From an optimization exercise on the open Yosys and OpenROAD flow, aimed at small area, a short achievable clock period and few clock cycles per item; shortcuts taken in it are not production practice. The RTL was checked by simulation tests, not by an equivalence proof against the original design. Power figures rest on the tool's default switching activity, not on a simulated workload.

<file path="flow/run.sh">
#!/bin/bash
bash standard.sh SETUP_SLACK_MARGIN=8 MATCH_CELL_FOOTPRINT=0 finish > standard.log 2>&1
</file>
<file path="standard.sh">
#!/bin/bash
# synth_recipe.tcl (not shown) runs the flow's synth.tcl, then flattens the netlist and writes it again
# the make line also repeats each setting of config.mk as NAME=value (left out here)
make -C /OpenROAD-flow-scripts/flow DESIGN_CONFIG=/design/flow/config.mk WORK_HOME=/design/flow/orfs CLKGATE_MAP_FILE= SYNTH_SCRIPT=/design/flow/synth_recipe.tcl "${@:-finish}"
</file>
<file path="config.mk">
export PLATFORM = sky130hd
export DESIGN_NAME = rm_encoder
export DESIGN_NICKNAME = rm_encoder
export VERILOG_FILES = /design/flow/design.v
export SDC_FILE = /design/flow/constraint.sdc
export NUM_CORES = 4
export LEC_CHECK = 0
export CAP_MARGIN = 20
export CORE_MARGIN = 2
export CORE_UTILIZATION = 55
export CTS_BUF_LIST = sky130_fd_sc_hd__clkbuf_8
export SLEW_MARGIN = 20
</file>
<file path="constraint.sdc">
create_clock -name core_clock -period 11.0 [get_ports {clk}]
set_input_delay 2.2000 -clock core_clock [delete_from_list [all_inputs] [get_ports {clk}]]
set_output_delay 2.2000 -clock core_clock [all_outputs]
set_load 0.01 [all_outputs]
</file>
<file path="design.v">
module rm_encoder (
    input  wire       clk,
    input  wire       rst,
    input  wire       in_valid,
    input  wire [7:0] in_data,
    input  wire       in_eos,
    output wire       in_ready,
    output wire       out_valid,
    output wire [7:0] out_data,
    output wire       out_last,
    input  wire       out_ready
);
    localparam [2:0] R_IDLE  = 3'd0,
                     R_COUNT = 3'd1,
                     R_ENTRY = 3'd2,
                     R_LIT   = 3'd3,
                     R_TERM1 = 3'd4,
                     R_TERM2 = 3'd5;
    reg [7:0]  data [0:31];
    reg [31:0] big;            
    reg [31:0] first;          
    reg        rdy;            
    reg [4:0]  w;              
    reg        wfull;          
    reg        pend;           
    reg [4:0]  pend_pos;
    reg [7:0]  cop;            
    reg        pend2;          
    reg [4:0]  pos2;
    reg [31:0] peq2;           
    reg [2:0]  ncand;          
    reg [1:0]  term_cnt;       
    reg [2:0] rs;
    reg [4:0] r;               
    reg [2:0] b;               
    reg [7:0] cval;            
    reg [7:0] lval;            
    reg       llit;            
    reg       parity;          
    reg       ov, sv;
    reg [7:0] od, sd;
    reg       ol, sl;
    integer q;
    reg [31:0] eq;
    always @(*)
        for (q = 0; q < 32; q = q + 1)
            eq[q] = (data[q] == cop);
    reg  [31:0] peq;
    always @(*)
        for (q = 0; q < 32; q = q + 1)
            peq[q] = eq[q] & (q < pend_pos);
    function [5:0] th4;
        input [3:0] v;
        begin
            th4[0] = |v;
            th4[1] = (v[0] & v[1]) | (v[0] & v[2]) | (v[0] & v[3]) |
                     (v[1] & v[2]) | (v[1] & v[3]) | (v[2] & v[3]);
            th4[2] = (v[0] & v[1] & v[2]) | (v[0] & v[1] & v[3]) |
                     (v[0] & v[2] & v[3]) | (v[1] & v[2] & v[3]);
            th4[3] = &v;
            th4[5:4] = 2'b00;
        end
    endfunction
    function [5:0] thadd;
        input [5:0] a;
        input [5:0] c;
        reg [6:0] x, y;
        integer i, k;
        begin
            x = {a, 1'b1};
            y = {c, 1'b1};
            for (k = 1; k <= 6; k = k + 1) begin
                thadd[k-1] = 1'b0;
                for (i = 0; i <= k; i = i + 1)
                    thadd[k-1] = thadd[k-1] | (x[i] & y[k-i]);
            end
        end
    endfunction
    wire [5:0] t8_0 = thadd(th4(peq2[3:0]),   th4(peq2[7:4]));
    wire [5:0] t8_1 = thadd(th4(peq2[11:8]),  th4(peq2[15:12]));
    wire [5:0] t8_2 = thadd(th4(peq2[19:16]), th4(peq2[23:20]));
    wire [5:0] t8_3 = thadd(th4(peq2[27:24]), th4(peq2[31:28]));
    wire [5:0] tsum = thadd(thadd(t8_0, t8_1), thadd(t8_2, t8_3));
    wire       new_big   = tsum[4];                 
    wire       new_cand  = tsum[4] & ~tsum[5];      
    wire       new_first = ~|peq2;
    wire [31:0] cand = first & big;
    wire [31:0] pf0 = {cand[30:0], 1'b0};
    wire [31:0] pf1 = pf0 | {pf0[30:0], 1'b0};
    wire [31:0] pf2 = pf1 | {pf1[29:0], 2'b0};
    wire [31:0] pf3 = pf2 | {pf2[27:0], 4'b0};
    wire [31:0] pf4 = pf3 | {pf3[23:0], 8'b0};
    wire [31:0] below = pf4 | {pf4[15:0], 16'b0};
    wire [31:0] sel = cand & ~below;
    wire        more = |cand;    
    reg [31:0] rnext;          
    always @(*)
        for (q = 0; q < 32; q = q + 1)
            rnext[q] = (r == ((q + 31) % 32));
    wire use_sel = ((rs == R_COUNT) && (ncand != 3'd0)) || ((rs == R_ENTRY) && more);
    wire [31:0] msel = use_sel ? sel : (rs == R_LIT) ? rnext : 32'd1;
    reg [7:0] mux_val;
    always @(*) begin
        mux_val = 8'd0;
        for (q = 0; q < 32; q = q + 1)
            mux_val = mux_val | (msel[q] ? data[q] : 8'd0);
    end
    wire lit_next = ~|(((rs == R_LIT) ? rnext : 32'd1) & big);
    wire [2:0] ncand_inc = ncand + 3'd1;
    reg       nv;
    reg [7:0] nd;
    reg       nl;
    always @(*) begin
        nv = 1'b0;
        nd = 8'h00;
        nl = 1'b0;
        case (rs)
            R_COUNT: begin nv = 1'b1; nd = {5'd0, ncand}; end
            R_ENTRY: begin
                nv = 1'b1;
                case (b)
                    3'd0:    nd = cval;
                    3'd1:    nd = {eq[0], eq[1], eq[2], eq[3], eq[4], eq[5], eq[6], eq[7]};
                    3'd2:    nd = {eq[8], eq[9], eq[10], eq[11], eq[12], eq[13], eq[14], eq[15]};
                    3'd3:    nd = {eq[16], eq[17], eq[18], eq[19], eq[20], eq[21], eq[22], eq[23]};
                    default: nd = {eq[24], eq[25], eq[26], eq[27], eq[28], eq[29], eq[30], eq[31]};
                endcase
            end
            R_LIT:   begin nv = llit; nd = lval; end
            R_TERM1: begin nv = 1'b1; nd = 8'hFF; nl = ~parity; end
            R_TERM2: begin nv = 1'b1; nd = 8'hFF; nl = 1'b1; end
            default: ;
        endcase
    end
    wire produce = ~sv;                
    wire adv     = produce | ~nv;      
    assign in_ready = rdy;
    wire in_fire  = in_valid && rdy;
    wire wr_byte  = in_fire && !in_eos;
    wire eos_fire = in_fire && in_eos;
    wire fill     = wr_byte && (w == 5'd31);    
    wire tdone = produce && ((rs == R_TERM1 && !parity) || rs == R_TERM2);
    wire [1:0] terms_left = term_cnt - {1'b0, tdone};
    wire [2:0] next_job = (terms_left != 2'd0) ? R_TERM1 :
                          (wfull && !pend)     ? R_COUNT : R_IDLE;
    wire last_entry = (rs == R_ENTRY) && produce && (b == 3'd4) && !more;
    reg [2:0] rs_n;
    reg [4:0] r_n;
    always @(*) begin
        rs_n = rs;
        r_n  = r;
        case (rs)
            R_IDLE:  rs_n = next_job;
            R_COUNT: if (produce) begin
                r_n  = 5'd0;
                rs_n = (ncand == 3'd0) ? R_LIT : R_ENTRY;
            end
            R_ENTRY: if (last_entry)
                rs_n = R_LIT;
            R_LIT: if (adv) begin
                r_n = r + 5'd1;
                if (r == 5'd31)
                    rs_n = next_job;
            end
            R_TERM1: if (produce)
                rs_n = parity ? R_TERM2 : next_job;
            R_TERM2: if (produce)
                rs_n = next_job;
            default: rs_n = R_IDLE;
        endcase
    end
    wire       take       = (rs_n == R_COUNT) && (rs != R_COUNT);
    wire [4:0] w_n        = eos_fire ? 5'd0 : wr_byte ? w + 5'd1 : w;
    wire [1:0] term_cnt_n = term_cnt + {1'b0, eos_fire} - {1'b0, tdone};
    wire       sv_n       = ov && !out_ready && (sv || nv);
    wire last_lit = (rs == R_LIT) && adv && (r == 5'd31);
    wire rdy_n = !fill && !wfull && !term_cnt[1] &&
                 ((rs == R_IDLE) || (rs == R_TERM1) || (rs == R_TERM2) || last_lit ||
                  ((rs == R_LIT) && ((w_n != r_n) || !sv_n)) ||
                  (last_entry && !sv_n));
    assign out_valid = ov;
    assign out_data  = od;
    assign out_last  = ol;
    integer p;
    always @(posedge clk) begin
        for (p = 0; p < 32; p = p + 1)
            if (rdy && w == p)
                data[p] <= in_data;
    end
    always @(posedge clk) begin
        for (p = 0; p < 32; p = p + 1) begin
            if (pend2 && pos2 == p) begin
                big[p]   <= new_big;
                first[p] <= new_first;
            end else begin
                if (pend2 && peq2[p] && new_cand)
                    big[p] <= 1'b1;
                if (rs == R_ENTRY && b == 3'd0 && produce && sel[p])
                    first[p] <= 1'b0;
            end
        end
    end
    always @(posedge clk) begin
        if (rst) begin
            rdy      <= 1'b0;
            w        <= 5'd0;
            wfull    <= 1'b0;
            pend     <= 1'b0;
            pend2    <= 1'b0;
            term_cnt <= 2'd0;
            rs       <= R_IDLE;
            parity   <= 1'b0;
            ov       <= 1'b0;
            sv       <= 1'b0;
        end else begin
            rdy      <= rdy_n;
            w        <= w_n;
            wfull    <= (wfull || fill) && !take;
            term_cnt <= term_cnt_n;
            rs       <= rs_n;
            pend     <= wr_byte;
            pend2    <= pend;
            if (!ov || out_ready)
                ov <= sv || nv;
            sv <= sv_n;
            if (produce && nv)
                parity <= ~parity;
            if ((rs == R_TERM1 || rs == R_TERM2) && tdone)
                parity <= 1'b0;
        end
    end
    always @(posedge clk) begin
        r    <= r_n;
        pos2 <= pend_pos;
        peq2 <= peq;
        if (wr_byte) begin
            pend_pos <= w;
            cop      <= in_data;
        end
        if (pend2) begin
            if (pos2 == 5'd0)
                ncand <= 3'd0;
            else if (new_cand)
                ncand <= ncand_inc;
        end
        if (!ov || out_ready) begin
            if (sv) begin
                od <= sd; ol <= sl;
            end else begin
                od <= nd; ol <= nl;
            end
        end else if (produce && nv) begin
            sd <= nd; sl <= nl;
        end
        if (use_sel)
            cval <= mux_val;
        if (rs != R_LIT || adv) begin
            lval <= mux_val;
            llit <= lit_next;
        end
        if (rs == R_COUNT && produce)
            b <= 3'd0;
        if (rs == R_ENTRY && produce) begin
            if (b == 3'd0)
                cop <= cval;
            b <= (b == 3'd4) ? 3'd0 : b + 3'd1;
        end
    end
endmodule
</file>
==> impl_metrics.tcl <==
set metrics [dict create \
    slowest_delay_ps 560 \
    switchingPower_mw 1.46 \
    drv_cap 0 \
    die_h_um 211 \
    period_share_pct 32.0 \
    setup_ws_ps 7480 \
    max_freq_ghz 0.284 \
    syn_area_mm2 0.0235 \
    start_util_pct 55.9 \
    utilization_pct 67.5 \
    netlist_top_cells_area "edfxtp_1, xor2_1, dfxtp_1" \
    path_delay_family "compound AO/OA/AOI/OAI gates" \
    ff2ff_setup_slack_ps 7480 \
    grt_max_degree 38 \
    ys.flop_type "edfxtp_1" \
    synth_cell_types 89 \
    cp_slowest_cell "or4_4" \
    drtAntennaViolNets 0 \
    cellLeakagePower_nw 9.69 \
    pin_count 24 \
    cp.required_ps 11370 \
    setup_violations 0 \
    fin_area_mm2 0.0284 \
    grt_pass1_wl_um 138000 \
    report.power.total_mw 4.50 \
    drive_gt1_share_pct 23.0 \
    grt_pass1_vias 19900 \
    synth_edf_count 366 \
    yosysSeqAreaShare_pct 52.4 \
    rsz0062_at_grt "true" \
    fin_crit_ps 3520 \
    gp_congestion 1.14 \
    rows 75 \
    synth_fp_nets 2251 \
    power_frac_seq_pct 42.0 \
    placed_area_mm2 0.0246 \
    wl_um 97700 \
    setup_tns_ps 0 \
    drt_first_pass_iters 8 \
    synthMostInstantiatedCell "edfxtp_1" \
    port_buffers 23 \
    cts-root-buf "clkbuf_8" \
    coreArea_mm2 0.0420 \
    grt_remaining_overflow 0 \
    p_int_mw 3.04 \
    switching_share_pct 32.4 \
    cts_tree "done" \
    worst_hold_path.endpoint "pend2" \
    critPathBufInv 3 \
    slew_headroom_pct 25.9 \
    crit_fanout 5 \
    drtIter0Drc 4016 \
    cts_num_sinks 432 \
    p_clk_share_pct 33.5 \
    status "timing/DRC/antenna clean" \
    rr_worst_depth 11 \
    synth_commonest_cells "edfxtp_1, nand2_1, xor2_1" \
    synthArstFlopShare_pct 0 \
    hold_depth 1 \
    worstSetupEndpointType "register" \
    p_comb_share_pct 24.5 \
    fp.dieArea_mm2 0.0444 \
    syn2layout_area_growth_pct 20.7 \
    multi_input_area_mm2 0.0121 \
    synth_top_cell_by_area "edfxtp_1" \
    crit_chain "or4_4 -> maj3_2 -> a211o_1 -> buf_4 -> a221oi_4 -> a31oi_2 -> a2111oi_4 -> buf_4 -> nand3b_4 -> clkbuf_16 -> o21ai_2" \
    numCtsBuffers 72 \
    hold_class "reg2reg" \
    worstPathArrival_ps 3890 \
    cts_buffer_depth 3 \
    track_usage_pct 43.5 \
    antenna_found_initial 7 \
    vias 21100 \
    r2r-end "big[23]" \
    fill_cells 3166 \
    hp-start "pend" \
    ys_warn_count 2 \
    nets 2362 \
    hold_viol_final 0 \
    htree_levels 3 \
    criticalPathCategory "reg2reg" \
    worst_clock_skew_ps 29.6 \
    netlist_instances 2217 \
    die_w_um 211 \
    vias_per_cell 7.21 \
    peakVddDrop_uv 167 \
    place_ws_ps 6400 \
    drc 0 \
    wl_per_cell_um 33.3 \
    powerDensity_mw_per_mm2 159 \
    timing.rr.start "peq2[25]" \
    clk_latency_ps 680 \
    place_hpwl_um 67700 \
    tightest_slew_ps 1110 \
    critPathLaunchType "register" \
    path_clk_slew_ps 60 \
    register_area_mm2 0.0124 \
    syn_avg_cell_area_um2 10.6 \
    synth_top_area_share_pct 46.8 \
    synth-seq-cells 432 \
    cpMostUsedCell "buf_4" \
    slew_violations 0 \
]
logic make-up after synthesis:
logic type / count (synthesis) / share of synthesized area, %
compound gates: 511 / 15.9
xor+xnor: 265 / 9.88
fa+ha+maj: 30 / 1.51
buf+inv: 169 / 2.92
flops: 432 / 52.4
mux: 18 / 0.863
simple gates: 792 / 16.5
cell usage in the layout (no fill, tap or decap), types with 12 or more instances in the layout:
master      n
and2_1     20
xnor2_1    93
dfxtp_1    46
a22o_1     17
nand3_2    35
o21ai_2    25
dfxtp_2    13
nor2_1    147
a22oi_1    68
a222oi_1   26
a21oi_1    60
o22ai_1    14
nor2b_1    19
a221oi_1   21
nor4_2     16
nor4_4     12
ha_1       17
clkbuf_8   87
nor2_2     13
edfxtp_1  366
and3_1     16
a221oi_2   14
xor2_1    171
o21ai_0    72
nand4_1    55
nor3_1     27
buf_4     101
buf_6      25
inv_1      58
a31oi_1    18
nand2_1   238
nand3_1    54
nor4_1     36
layer usage:
| layer | global-route usage [%] | share of wire [%] | up-vias | routed length [µm] |
|---|---|---|---|---|
| met2 | 65.2 | 42 | 1825 | 41500 |
| met4 | 27.5 | 8.5 | 4 | 8290 |
| met1 | 54.7 | 35 | 10100 | 34400 |
| met5 | 0.111 | 0.027 | - | 26 |
| met3 | 14.1 | 14 | 491 | 13400 |
| li1 | - | - | 8680 | - |
stage by stage:
stage                     hold WS [ps]  cells
after floorplan                    346   2217
after detailed placement           491   2693
final                              512   2930
after global placement             495   2693
after global routing               525   2926
after CTS                          513   2900
sequential cells by signal, indices dropped and copies added (netlist names), 8 cells and up:
signal	flops
sd	8
cval	8
data	256
first	32
big	32
lval	8
od	8
peq2	31
cop	8
how the worst max path moves through the flow:
stage                  start       end  slack (ps)  cells after the start
CTS                  peq2[1]   big[13]        7440                     11
global placement    in_valid       rdy        6450                     10
detailed placement  in_valid       rdy        6400                     10
global route        peq2[25]  ncand[2]        7380                     11
floorplan           in_valid       rdy        7510                      9
finish              peq2[25]   big[23]        7480                     11
power by group through the flow:
stage / sequential [mW] / clock [mW] / combinational (mW)
2_1_floorplan: 1.90 / 0 / 0.653
3_3_place_gp: 1.92 / 0 / 0.942
3_5_place_dp: 1.92 / 0 / 0.964
4_1_cts: 1.88 / 1.50 / 1.02
5_1_grt: 1.89 / 1.58 / 1.14
6_report: 1.89 / 1.51 / 1.10
layout make-up:
type	instances	area share, %
multi-input combinational	1619	42.5
tap	539	2.38
inverter	35	0.503
clock buffer	84	4.07
sequential	432	43.5
timing repair buffer	168	5.67
clock inverter	48	1.24
antenna	5	0.0441
what timing repair did:
item | in CTS | in global routing
resized for setup | 230 | 101
pin swaps | 57 | 40
setup endpoints to repair | 184 | 181
hold buffers | 0 | 0
gates cloned | 6 | 3
buffers inserted | 69 | 21
Testbench counts, summed over its fixed seeds: cycles 41,344, bytes 29,871.

==> static timing again, ports no longer ideal <==
How much do the figures lean on ideal ports? The routed layout below was timed once more, with nothing changed but the port constraints. Step 1 (the two cells are an assumption about what drives the block):
set clk [get_ports {clk}]
set_driving_cell -lib_cell sky130_fd_sc_hd__clkbuf_16 $clk
set_driving_cell -lib_cell sky130_fd_sc_hd__buf_2 [delete_from_list [all_inputs] $clk]
Step 2 adds t to the input delays and takes it off the output delays; t is the mean of the earliest and latest rising clock arrival at the registers after step 1. Input paths then give back, and output paths get back, about the clock's delay inside the block. Three values: ideal, step 1, step 2; two values: the first two.
t, ns: 0.723
setup slack, ns: 7.481 / 7.481 / 7.256
hold slack, ns: 0.512 / 0.512 / 0.512
After both steps this run still meets setup and hold. For this run, drivers alone change the setup slack by 0.000 ns; drivers and shift together by -0.225 ns.
